This is an optimization exercise on Yosys and OpenROAD, whose aim is a short achievable clock period and few clock cycles, not a production implementation.
RTL that was checked went through simulation tests only; none was proved equivalent to the original.
No driver is modelled on the clock port, so clock power and skew are understated where the tree is cut down; a real chip needs a root buffer or a tree.
Power figures rest on the tool's default switching activity, not on a simulated workload.

==> job 1543: inputs <==
## pcf2127_rrc
module pcf2127_rrc (
    input  wire        clk,
    input  wire        rst,           
    input  wire        cmd_valid,
    input  wire [55:0] cmd_word,
    output reg         busy,
    output reg         done,
    output reg  [2:0]  status,
    output reg         bus_init,
    output reg  [7:0]  bus_selid,
    output reg         sel,
    output wire        xfer_req,
    output reg         xfer_rd,
    output reg  [7:0]  xfer_txd,
    input  wire        xfer_ack,
    input  wire        xfer_err,
    input  wire [7:0]  xfer_rxd,
    output reg         diag_valid,
    output reg  [4:0]  diag_idx,
    output wire [7:0]  diag_val,
    output reg  [7:0]  t_second,
    output reg  [7:0]  t_minute,
    output reg  [7:0]  t_hour,
    output reg  [7:0]  t_day,
    output reg  [7:0]  t_weekday,
    output reg  [7:0]  t_month,
    output reg  [7:0]  t_year
);
    localparam [4:0] ALM_CTL_IDX  = 5'h01;
    localparam [4:0] PWR_CTL_IDX  = 5'h02;
    localparam [7:0] PWR_MASK     = 8'hE0;
    localparam [7:0] TSOFF_MASK   = 8'h40;
    localparam [7:0] CLKOUT_LP    = 8'h07;
    localparam [7:0] OTPR_MASK    = 8'h20;
    localparam [7:0] WDT_CLR_MASK = 8'hC3;
    localparam [7:0] WDT_SET_1HZ  = 8'h42;
    localparam [7:0] WDT_SET_60TH = 8'h43;
    localparam [7:0] WDT_CTL_OFF  = 8'h03;
    localparam [7:0] ALARM_OFF    = 8'h80;
    localparam [6:0] OTP_WAIT     = 7'd99;    
    localparam [2:0] ST_OK        = 3'd0;
    localparam [2:0] ST_ILLEGAL   = 3'd1;
    localparam [2:0] ST_NOT_INIT  = 3'd2;
    localparam [2:0] ST_RANGE     = 3'd3;
    localparam [2:0] ST_TRANSPORT = 3'd4;
    localparam [3:0] OP_RESET    = 4'h1;
    localparam [3:0] OP_OTP      = 4'h2;
    localparam [3:0] OP_LOWPWR   = 4'h3;
    localparam [3:0] OP_DUMP     = 4'h4;
    localparam [3:0] OP_SETTIME  = 4'h5;
    localparam [3:0] OP_READTIME = 4'h6;
  ...
clock: 14.0 ns
lec_check: 0
cap_margin: 20
core_margin: 2
core_utilization: 65
place_density: 0.75
slew_margin: 20
synth_hierarchical: 1
standard.sh (not shown) runs the stock make flow with config.mk's settings and CLKGATE_MAP_FILE= SYNTH_SCRIPT=/design/flow/synth_recipe.tcl, a recipe that flattens the netlist after the stock synthesis.
==> flow/flow/run.sh <==
#!/bin/bash
set -euo pipefail
KNOBS="SETUP_SLACK_MARGIN=11 MATCH_CELL_FOOTPRINT=0"
bash standard.sh $KNOBS place > orfs_place.log 2>&1
MCTS_LEAF_SINKS=24 MCTS_ROOTS=4 MCTS_SETUP_MARGIN=11 \
  openroad -no_init -exit flow/cts.tcl > cts.log 2>&1
bash standard.sh $KNOBS finish > orfs_finish.log 2>&1
==> flow/flow/cts.tcl <==
# Clock tree step in place of ORFS's TritonCTS run: a hand-built two-level
# tree (flow/manual_cts.tcl), then the same repair and legalisation that
# ORFS's cts step does, written where ORFS's later steps read it.
set P $::env(FLOW_HOME)/platforms/sky130hd
set R [pwd]/orfs/results/sky130hd/pcf2127_rrc/base
read_lef $P/lef/sky130_fd_sc_hd.tlef
read_lef $P/lef/sky130_fd_sc_hd_merged.lef
read_liberty $P/lib/sky130_fd_sc_hd__tt_025C_1v80.lib
read_db $R/3_place.odb
read_sdc $R/3_place.sdc
source $P/setRC.tcl
set_dont_use {sky130_fd_sc_hd__probe_p_8 sky130_fd_sc_hd__probec_p_8 sky130_fd_sc_hd__lpflow_*}

source [file join [file dirname [info script]] manual_cts.tcl]
manual_cts clk $::env(MCTS_LEAF_SINKS) $::env(MCTS_ROOTS) sky130_fd_sc_hd__clkbuf_16

set_propagated_clock [all_clocks]
detailed_placement
estimate_parasitics -placement
report_clock_latency
repair_timing -setup_margin $::env(MCTS_SETUP_MARGIN) -hold_margin 0 -repair_tns 100 -verbose
detailed_placement
check_placement -verbose
estimate_parasitics -placement
report_clock_latency
report_worst_slack -max
report_worst_slack -min

write_db $R/4_1_cts.odb
write_sdc -no_timestamp $R/4_cts.sdc
file copy -force $R/4_1_cts.odb $R/4_cts.odb
Other scripts of this flow, unchanged in this note and not shown: flow/flow/manual_cts.tcl
==> job 7817: changes against job 1543 <==
--- a/flow/design.v
+++ b/flow/design.v
@@ -7,11 +7,11 @@
     output reg         done,
     output reg  [2:0]  status,
     output reg         bus_init,
     output reg  [7:0]  bus_selid,
     output reg         sel,
-    output wire        xfer_req,
+    output reg         xfer_req,
     output reg         xfer_rd,
     output reg  [7:0]  xfer_txd,
     input  wire        xfer_ack,
     input  wire        xfer_err,
     input  wire [7:0]  xfer_rxd,
@@ -305,10 +305,14 @@
         pd_init    <= c_init;
         pd_rbad    <= c_rbad;
         pd_addr0   <= c_addr0;
     end
     reg  [5:0]  st;           
+    reg         busy_i, done_i, sel_i, rd_i, bus_init_i, dv_i;
+    reg  [2:0]  status_i;
+    reg  [7:0]  txd_i, selid_i;
+    reg  [4:0]  didx_i;
     reg  [2:0]  step;
     reg  [4:0]  kn;           
     reg         lastb;        
     reg  [6:0]  wcnt;
     reg         inited;
@@ -317,12 +321,11 @@
     reg         per_small;    
     reg  [7:0]  rx0;          
     reg  [7:0]  rxb [1:24];   
     wire [3:0]  opc = ir[51:48];
     wire [47:0] A   = ir[47:0];
-    assign xfer_req = sel;
-    assign diag_val = rx0;
+        assign diag_val = rx0;
     wire loading = st[S_IDLE] | st[S_CHK];
     integer i;
     always @(posedge clk) begin
         if (loading) begin
             ir        <= cw_q;
@@ -455,12 +458,12 @@
         a_done     = 1'b1;
         a_sel      = 1'b0;
         a_bus_init = 1'b0;
         a_inited   = inited;
         a_status   = ST_OK;
-        a_txd      = xfer_txd;
-        a_selid    = bus_selid;
+        a_txd      = txd_i;
+        a_selid    = selid_i;
         if (a_ill) begin
             a_status = ST_ILLEGAL;
         end else if (a_init) begin
             a_selid    = cw_q[7:0];
             a_bus_init = 1'b1;
@@ -473,11 +476,11 @@
             a_st     = 6'd1 << S_XFER;
             a_busy   = 1'b1;
             a_done   = 1'b0;
             a_sel    = 1'b1;
             a_txd    = a_addr0;
-            a_status = status;
+            a_status = status_i;
         end
     end
     localparam W  = 6 + 1 + 1 + 3 + 1 + 1 + 8 + 1 + 1 + 8 + 1 + 5 + 1 + 3 + 1 + 1;
     localparam G  = 6;                        
     localparam NG = (W + G - 1) / G;
@@ -490,13 +493,13 @@
     reg [4:0] d_kn, g_kn;
     reg       d_lastb, g_lastb;
     reg [2:0] d_step, g_step;
     reg       d_rdq, g_rdq;
     always @(*) begin
-        d_st = st; d_busy = busy; d_done = 1'b0; d_status = status; d_sel = sel;
-        d_rd = xfer_rd; d_txd = xfer_txd; d_bus_init = 1'b0; d_inited = inited;
-        d_selid = bus_selid; d_dv = diag_valid; d_kn = kn;
+        d_st = st; d_busy = busy_i; d_done = 1'b0; d_status = status_i; d_sel = sel_i;
+        d_rd = rd_i; d_txd = txd_i; d_bus_init = 1'b0; d_inited = inited;
+        d_selid = selid_i; d_dv = dv_i; d_kn = kn;
         d_lastb = lastb; d_step = step; d_rdq = 1'b0;
         if (st[S_IDLE]) begin
             d_dv = 1'b0;
         end
         if (st[S_CHK]) begin
@@ -514,11 +517,11 @@
                 d_kn    = 5'd0;
                 d_lastb = 1'b0;
             end
         end
         if (st[S_DIAG]) begin
-            if (diag_idx == 5'd24) begin
+            if (didx_i == 5'd24) begin
                 d_st     = 6'd1 << S_IDLE;
                 d_status = ST_OK;
                 d_done   = 1'b1;
                 d_busy   = 1'b0;
             end
@@ -529,13 +532,13 @@
             d_done   = 1'b1;
             d_busy   = 1'b0;
         end
     end
     always @(*) begin
-        g_st = st; g_busy = busy; g_done = 1'b0; g_status = status; g_sel = sel;
-        g_rd = xfer_rd; g_txd = xfer_txd; g_bus_init = 1'b0; g_inited = inited;
-        g_selid = bus_selid; g_dv = diag_valid; g_kn = kn;
+        g_st = st; g_busy = busy_i; g_done = 1'b0; g_status = status_i; g_sel = sel_i;
+        g_rd = rd_i; g_txd = txd_i; g_bus_init = 1'b0; g_inited = inited;
+        g_selid = selid_i; g_dv = dv_i; g_kn = kn;
         g_lastb = lastb; g_step = step; g_rdq = 1'b0;
         if (st[S_IDLE]) begin
             g_dv = 1'b0;
             if (pd_fresh) begin
                 g_st = a_st; g_busy = a_busy; g_done = a_done; g_status = a_status;
@@ -545,11 +548,11 @@
             end else begin
                 g_st   = 6'd1 << S_CHK;
                 g_busy = 1'b1;
             end
         end else begin
-            g_rdq = xfer_rd;
+            g_rdq = rd_i;
             if (lastb) begin
                 g_sel  = 1'b0;
                 g_step = step + 3'd1;
                 case (nd_kind)
                     K_END: begin
@@ -580,13 +583,13 @@
     wire [NG*G-1:0] n_go  = {{(NG * G - W){1'b0}},
                              g_st, g_busy, g_done, g_status, g_sel, g_rd, g_txd, g_bus_init,
                              g_inited, g_selid, g_dv, g_kn, g_lastb, g_step,
                              g_rdq, g_rdq | g_dv};
     wire [NG*G-1:0] n_err = {{(NG * G - W){1'b0}},
-                             6'd1 << S_IDLE, 1'b0, 1'b1, ST_TRANSPORT, 1'b0, xfer_rd,
-                             xfer_txd, 1'b0, inited, bus_selid, diag_valid, kn, lastb, step,
-                             1'b0, diag_valid};
+                             6'd1 << S_IDLE, 1'b0, 1'b1, ST_TRANSPORT, 1'b0, rd_i,
+                             txd_i, 1'b0, inited, selid_i, dv_i, kn, lastb, step,
+                             1'b0, dv_i};
     wire [NG*G-1:0] q_nxt;
     genvar gi;
     generate
         for (gi = 0; gi < NG; gi = gi + 1) begin : g_late
             rrc_late #(.W(G), .RV(RV[gi * G +: G])) u_late (
@@ -595,25 +598,51 @@
                 .n_def(n_def[gi * G +: G]), .n_go(n_go[gi * G +: G]),
                 .n_err(n_err[gi * G +: G]), .q(q_nxt[gi * G +: G])
             );
         end
     endgenerate
+    wire [NG*G-1:0] q_out;
+    generate
+        for (gi = 0; gi < NG; gi = gi + 1) begin : g_late_o
+            rrc_late #(.W(G), .RV(RV[gi * G +: G])) u_late (
+                .rst(rst), .cmd_valid(cmd_valid), .xfer_ack(xfer_ack), .xfer_err(xfer_err),
+                .idle(st[S_IDLE]), .xfer(st[S_XFER]),
+                .n_def(n_def[gi * G +: G]), .n_go(n_go[gi * G +: G]),
+                .n_err(n_err[gi * G +: G]), .q(q_out[gi * G +: G])
+            );
+        end
+    endgenerate
+    wire req_nxt;
+    rrc_late #(.W(1), .RV(1'b0)) u_late_req (
+        .rst(rst), .cmd_valid(cmd_valid), .xfer_ack(xfer_ack), .xfer_err(xfer_err),
+        .idle(st[S_IDLE]), .xfer(st[S_XFER]),
+        .n_def(d_sel), .n_go(g_sel), .n_err(1'b0), .q(req_nxt)
+    );
+    always @(posedge clk) begin
+        {busy, done, status, sel, xfer_rd, xfer_txd, bus_init} <= q_out[36:21];
+        bus_selid  <= q_out[19:12];
+        diag_valid <= q_out[11];
+        xfer_req   <= req_nxt;
+    end
     always @(posedge clk) begin
-        {st, busy, done, status, sel, xfer_rd, xfer_txd, bus_init, inited,
-         bus_selid, diag_valid, kn, lastb, step, rd_q, sh_en} <= q_nxt[W-1:0];
-        f1 <= !rst & cmd_valid & busy;
+        {st, busy_i, done_i, status_i, sel_i, rd_i, txd_i, bus_init_i, inited,
+         selid_i, dv_i, kn, lastb, step, rd_q, sh_en} <= q_nxt[W-1:0];
+        f1 <= !rst & cmd_valid & busy_i;
         f2 <= f1;
     end
     always @(posedge clk) begin
         if (st[S_GAP]) begin
             if (wcnt != 7'd0) wcnt <= wcnt - 7'd1;
         end else begin
             wcnt <= nd_wait ? OTP_WAIT : 7'd0;
         end
-        if (st[S_DIAG]) diag_idx <= diag_idx + 5'd1;
-        else            diag_idx <= 5'd0;
+        if (st[S_DIAG]) didx_i <= didx_i + 5'd1;
+        else            didx_i <= 5'd0;
     end
+    wire [4:0] didx_nxt;
+    rrc_hold #(.W(5)) u_hold_didx (.en(st[S_DIAG]), .d(didx_i + 5'd1), .q(5'd0), .nx(didx_nxt));
+    always @(posedge clk) diag_idx <= didx_nxt;
 endmodule
 module rrc_late #(
     parameter integer W = 1,
     parameter [W-1:0] RV = {W{1'b0}}
 ) (
- CORE_UTILIZATION: 65 -> 80
- PLACE_DENSITY: 0.75 -> 0.85
==> job 1213: changes against job 1543 <==
--- a/flow/design.v
+++ b/flow/design.v
@@ -7,11 +7,11 @@
     output reg         done,
     output reg  [2:0]  status,
     output reg         bus_init,
     output reg  [7:0]  bus_selid,
     output reg         sel,
-    output wire        xfer_req,
+    output reg         xfer_req,
     output reg         xfer_rd,
     output reg  [7:0]  xfer_txd,
     input  wire        xfer_ack,
     input  wire        xfer_err,
     input  wire [7:0]  xfer_rxd,
@@ -305,10 +305,14 @@
         pd_init    <= c_init;
         pd_rbad    <= c_rbad;
         pd_addr0   <= c_addr0;
     end
     reg  [5:0]  st;           
+    reg         busy_i, done_i, sel_i, rd_i, bus_init_i, dv_i;
+    reg  [2:0]  status_i;
+    reg  [7:0]  txd_i, selid_i;
+    reg  [4:0]  didx_i;
     reg  [2:0]  step;
     reg  [4:0]  kn;           
     reg         lastb;        
     reg  [6:0]  wcnt;
     reg         inited;
@@ -317,12 +321,11 @@
     reg         per_small;    
     reg  [7:0]  rx0;          
     reg  [7:0]  rxb [1:24];   
     wire [3:0]  opc = ir[51:48];
     wire [47:0] A   = ir[47:0];
-    assign xfer_req = sel;
-    assign diag_val = rx0;
+        assign diag_val = rx0;
     wire loading = st[S_IDLE] | st[S_CHK];
     integer i;
     always @(posedge clk) begin
         if (loading) begin
             ir        <= cw_q;
@@ -455,12 +458,12 @@
         a_done     = 1'b1;
         a_sel      = 1'b0;
         a_bus_init = 1'b0;
         a_inited   = inited;
         a_status   = ST_OK;
-        a_txd      = xfer_txd;
-        a_selid    = bus_selid;
+        a_txd      = txd_i;
+        a_selid    = selid_i;
         if (a_ill) begin
             a_status = ST_ILLEGAL;
         end else if (a_init) begin
             a_selid    = cw_q[7:0];
             a_bus_init = 1'b1;
@@ -473,11 +476,11 @@
             a_st     = 6'd1 << S_XFER;
             a_busy   = 1'b1;
             a_done   = 1'b0;
             a_sel    = 1'b1;
             a_txd    = a_addr0;
-            a_status = status;
+            a_status = status_i;
         end
     end
     localparam W  = 6 + 1 + 1 + 3 + 1 + 1 + 8 + 1 + 1 + 8 + 1 + 5 + 1 + 3 + 1 + 1;
     localparam G  = 6;                        
     localparam NG = (W + G - 1) / G;
@@ -490,13 +493,13 @@
     reg [4:0] d_kn, g_kn;
     reg       d_lastb, g_lastb;
     reg [2:0] d_step, g_step;
     reg       d_rdq, g_rdq;
     always @(*) begin
-        d_st = st; d_busy = busy; d_done = 1'b0; d_status = status; d_sel = sel;
-        d_rd = xfer_rd; d_txd = xfer_txd; d_bus_init = 1'b0; d_inited = inited;
-        d_selid = bus_selid; d_dv = diag_valid; d_kn = kn;
+        d_st = st; d_busy = busy_i; d_done = 1'b0; d_status = status_i; d_sel = sel_i;
+        d_rd = rd_i; d_txd = txd_i; d_bus_init = 1'b0; d_inited = inited;
+        d_selid = selid_i; d_dv = dv_i; d_kn = kn;
         d_lastb = lastb; d_step = step; d_rdq = 1'b0;
         if (st[S_IDLE]) begin
             d_dv = 1'b0;
         end
         if (st[S_CHK]) begin
@@ -514,11 +517,11 @@
                 d_kn    = 5'd0;
                 d_lastb = 1'b0;
             end
         end
         if (st[S_DIAG]) begin
-            if (diag_idx == 5'd24) begin
+            if (didx_i == 5'd24) begin
                 d_st     = 6'd1 << S_IDLE;
                 d_status = ST_OK;
                 d_done   = 1'b1;
                 d_busy   = 1'b0;
             end
@@ -529,13 +532,13 @@
             d_done   = 1'b1;
             d_busy   = 1'b0;
         end
     end
     always @(*) begin
-        g_st = st; g_busy = busy; g_done = 1'b0; g_status = status; g_sel = sel;
-        g_rd = xfer_rd; g_txd = xfer_txd; g_bus_init = 1'b0; g_inited = inited;
-        g_selid = bus_selid; g_dv = diag_valid; g_kn = kn;
+        g_st = st; g_busy = busy_i; g_done = 1'b0; g_status = status_i; g_sel = sel_i;
+        g_rd = rd_i; g_txd = txd_i; g_bus_init = 1'b0; g_inited = inited;
+        g_selid = selid_i; g_dv = dv_i; g_kn = kn;
         g_lastb = lastb; g_step = step; g_rdq = 1'b0;
         if (st[S_IDLE]) begin
             g_dv = 1'b0;
             if (pd_fresh) begin
                 g_st = a_st; g_busy = a_busy; g_done = a_done; g_status = a_status;
@@ -545,11 +548,11 @@
             end else begin
                 g_st   = 6'd1 << S_CHK;
                 g_busy = 1'b1;
             end
         end else begin
-            g_rdq = xfer_rd;
+            g_rdq = rd_i;
             if (lastb) begin
                 g_sel  = 1'b0;
                 g_step = step + 3'd1;
                 case (nd_kind)
                     K_END: begin
@@ -580,13 +583,13 @@
     wire [NG*G-1:0] n_go  = {{(NG * G - W){1'b0}},
                              g_st, g_busy, g_done, g_status, g_sel, g_rd, g_txd, g_bus_init,
                              g_inited, g_selid, g_dv, g_kn, g_lastb, g_step,
                              g_rdq, g_rdq | g_dv};
     wire [NG*G-1:0] n_err = {{(NG * G - W){1'b0}},
-                             6'd1 << S_IDLE, 1'b0, 1'b1, ST_TRANSPORT, 1'b0, xfer_rd,
-                             xfer_txd, 1'b0, inited, bus_selid, diag_valid, kn, lastb, step,
-                             1'b0, diag_valid};
+                             6'd1 << S_IDLE, 1'b0, 1'b1, ST_TRANSPORT, 1'b0, rd_i,
+                             txd_i, 1'b0, inited, selid_i, dv_i, kn, lastb, step,
+                             1'b0, dv_i};
     wire [NG*G-1:0] q_nxt;
     genvar gi;
     generate
         for (gi = 0; gi < NG; gi = gi + 1) begin : g_late
             rrc_late #(.W(G), .RV(RV[gi * G +: G])) u_late (
@@ -595,25 +598,51 @@
                 .n_def(n_def[gi * G +: G]), .n_go(n_go[gi * G +: G]),
                 .n_err(n_err[gi * G +: G]), .q(q_nxt[gi * G +: G])
             );
         end
     endgenerate
+    wire [NG*G-1:0] q_out;
+    generate
+        for (gi = 0; gi < NG; gi = gi + 1) begin : g_late_o
+            rrc_late #(.W(G), .RV(RV[gi * G +: G])) u_late (
+                .rst(rst), .cmd_valid(cmd_valid), .xfer_ack(xfer_ack), .xfer_err(xfer_err),
+                .idle(st[S_IDLE]), .xfer(st[S_XFER]),
+                .n_def(n_def[gi * G +: G]), .n_go(n_go[gi * G +: G]),
+                .n_err(n_err[gi * G +: G]), .q(q_out[gi * G +: G])
+            );
+        end
+    endgenerate
+    wire req_nxt;
+    rrc_late #(.W(1), .RV(1'b0)) u_late_req (
+        .rst(rst), .cmd_valid(cmd_valid), .xfer_ack(xfer_ack), .xfer_err(xfer_err),
+        .idle(st[S_IDLE]), .xfer(st[S_XFER]),
+        .n_def(d_sel), .n_go(g_sel), .n_err(1'b0), .q(req_nxt)
+    );
+    always @(posedge clk) begin
+        {busy, done, status, sel, xfer_rd, xfer_txd, bus_init} <= q_out[36:21];
+        bus_selid  <= q_out[19:12];
+        diag_valid <= q_out[11];
+        xfer_req   <= req_nxt;
+    end
     always @(posedge clk) begin
-        {st, busy, done, status, sel, xfer_rd, xfer_txd, bus_init, inited,
-         bus_selid, diag_valid, kn, lastb, step, rd_q, sh_en} <= q_nxt[W-1:0];
-        f1 <= !rst & cmd_valid & busy;
+        {st, busy_i, done_i, status_i, sel_i, rd_i, txd_i, bus_init_i, inited,
+         selid_i, dv_i, kn, lastb, step, rd_q, sh_en} <= q_nxt[W-1:0];
+        f1 <= !rst & cmd_valid & busy_i;
         f2 <= f1;
     end
     always @(posedge clk) begin
         if (st[S_GAP]) begin
             if (wcnt != 7'd0) wcnt <= wcnt - 7'd1;
         end else begin
             wcnt <= nd_wait ? OTP_WAIT : 7'd0;
         end
-        if (st[S_DIAG]) diag_idx <= diag_idx + 5'd1;
-        else            diag_idx <= 5'd0;
+        if (st[S_DIAG]) didx_i <= didx_i + 5'd1;
+        else            didx_i <= 5'd0;
     end
+    wire [4:0] didx_nxt;
+    rrc_hold #(.W(5)) u_hold_didx (.en(st[S_DIAG]), .d(didx_i + 5'd1), .q(5'd0), .nx(didx_nxt));
+    always @(posedge clk) diag_idx <= didx_nxt;
 endmodule
 module rrc_late #(
     parameter integer W = 1,
     parameter [W-1:0] RV = {W{1'b0}}
 ) (
--- a/flow/flow/cts.tcl
+++ b/flow/flow/cts.tcl
@@ -1,8 +1,10 @@
 # Clock tree step in place of ORFS's TritonCTS run: a hand-built two-level
 # tree (flow/manual_cts.tcl), then the same repair and legalisation that
-# ORFS's cts step does, written where ORFS's later steps read it.
+# ORFS's cts step does, written where ORFS's later steps read it. Before the
+# tree is built, each output's flip-flop is moved next to its output buffer
+# (flow/pull_outputs.tcl).
 set P $::env(FLOW_HOME)/platforms/sky130hd
 set R [pwd]/orfs/results/sky130hd/pcf2127_rrc/base
 read_lef $P/lef/sky130_fd_sc_hd.tlef
 read_lef $P/lef/sky130_fd_sc_hd_merged.lef
 read_liberty $P/lib/sky130_fd_sc_hd__tt_025C_1v80.lib
@@ -10,10 +12,12 @@
 read_sdc $R/3_place.sdc
 source $P/setRC.tcl
 set_dont_use {sky130_fd_sc_hd__probe_p_8 sky130_fd_sc_hd__probec_p_8 sky130_fd_sc_hd__lpflow_*}
 
 source [file join [file dirname [info script]] manual_cts.tcl]
+source [file join [file dirname [info script]] pull_outputs.tcl]
+pull_output_flops
 manual_cts clk $::env(MCTS_LEAF_SINKS) $::env(MCTS_ROOTS) sky130_fd_sc_hd__clkbuf_16
 
 set_propagated_clock [all_clocks]
 detailed_placement
 estimate_parasitics -placement
==> flow/flow/pull_outputs.tcl (new file) <==
# Move the flip-flop that drives each output port's buffer next to that
# buffer, so that the flip-flop's output wire is short; detailed placement
# legalises the moved cells afterwards.
proc pull_output_flops {} {
  set block [ord::get_db_block]
  set moved 0
  foreach bt [$block getBTerms] {
    if {[$bt getIoType] ne "OUTPUT"} continue
    set net [$bt getNet]
    if {$net eq "NULL"} continue
    set buf ""
    foreach it [$net getITerms] {
      if {[$it isOutputSignal]} { set buf [$it getInst] }
    }
    if {$buf eq ""} continue
    set in_net ""
    foreach it [$buf getITerms] {
      if {[$it isInputSignal] && [$it getNet] ne "NULL" && [[$it getNet] getSigType] eq "SIGNAL"} { set in_net [$it getNet] }
    }
    if {$in_net eq ""} continue
    set drv ""
    foreach it [$in_net getITerms] {
      if {[$it isOutputSignal]} { set drv [$it getInst] }
    }
    if {$drv eq "" || ![string match "*dfxtp*" [[$drv getMaster] getName]]} continue
    lassign [$buf getLocation] bx by
    $drv setLocation $bx $by
    $drv setPlacementStatus PLACED
    incr moved
  }
  puts "pull_output_flops: moved $moved flip-flops"
}
==> notes <==
Job 7817 ended with an error in 5_1_grt. Job 1543 passed the timing, DRC and antenna checks. Job 1213 ran to the end with no violations. Sequential power: job 1543 is lower than job 1213 (about 5%). Area after synthesis is the same in job 7817 and job 1213. Between job 1213 and job 1543, the lower worst setup slack is in job 1213 (gap 0.012 ns). In job 1543 the clock power is smaller than in job 1213, by about 14%. Worst hold slack: job 1213 is worse than job 1543 (0.0081 ns).
==> figures <==
item	job 1213	job 1543	job 7817
Outcome	timing/DRC/antenna clean	timing/DRC/antenna clean	stopped before the end
Last stage reached	-	-	5_1_grt
Number of remaining DRC errors	0	0	-
Internal cell power	2.26 mW	2.09 mW	-
Count of final setup violators	0	0	-
Switching part of the total	0.252	0.248	-
Number of placement rows	71	69	64
Comb power	0.505 mW	0.461 mW	-
Met1 routed wirelength after detailed routing	26,100 µm	22,400 µm	-
Classification of the worst-slack hold path	reg2reg	reg2reg	-
Proportion of power drawn by flip-flops and latches	0.565	0.584	-
Maxcap violations	0	0	-
Testbench counts of job 7817, summed over its fixed seeds: cycles 398,866.
Testbench counts of job 1213, summed over its fixed seeds: cycles 398,866.
No functional check of the RTL was part of job 1543. The clock cells of job 1543 and job 1213 come from the design's own scripts or RTL, not from TritonCTS.

separate check: timing with driven ports:
No port has a modelled driver above. Below, the same layouts with a new extraction and two added sets of constraints. Step 1, drivers: a clkbuf_16 drives clk and a buf_2 each remaining input, both assumed. Step 2, shift: input delay + t, output delay - t, t = (earliest + latest rising clock arrival at the registers) / 2. This alone moves slack from input paths to output paths. Three values: ideal, step 1, step 2; two values: the first two.
run	shift t [ns]	setup WS [ns]	worst setup path at the end	clock arrival spread, ns	worst data-port slew with drivers (ns)
job 1543	0.438	10.345 / 10.250 / 10.117	input to register	0.043 / 0.043	0.08
job 1213	0.448	10.333 / 10.236 / 10.027	input to register	0.035 / 0.035	0.05
After both steps every run listed still meets setup and hold. The setup slack of job 1213, which loses most, moves by -0.097 ns with the drivers and by -0.306 ns with both steps.
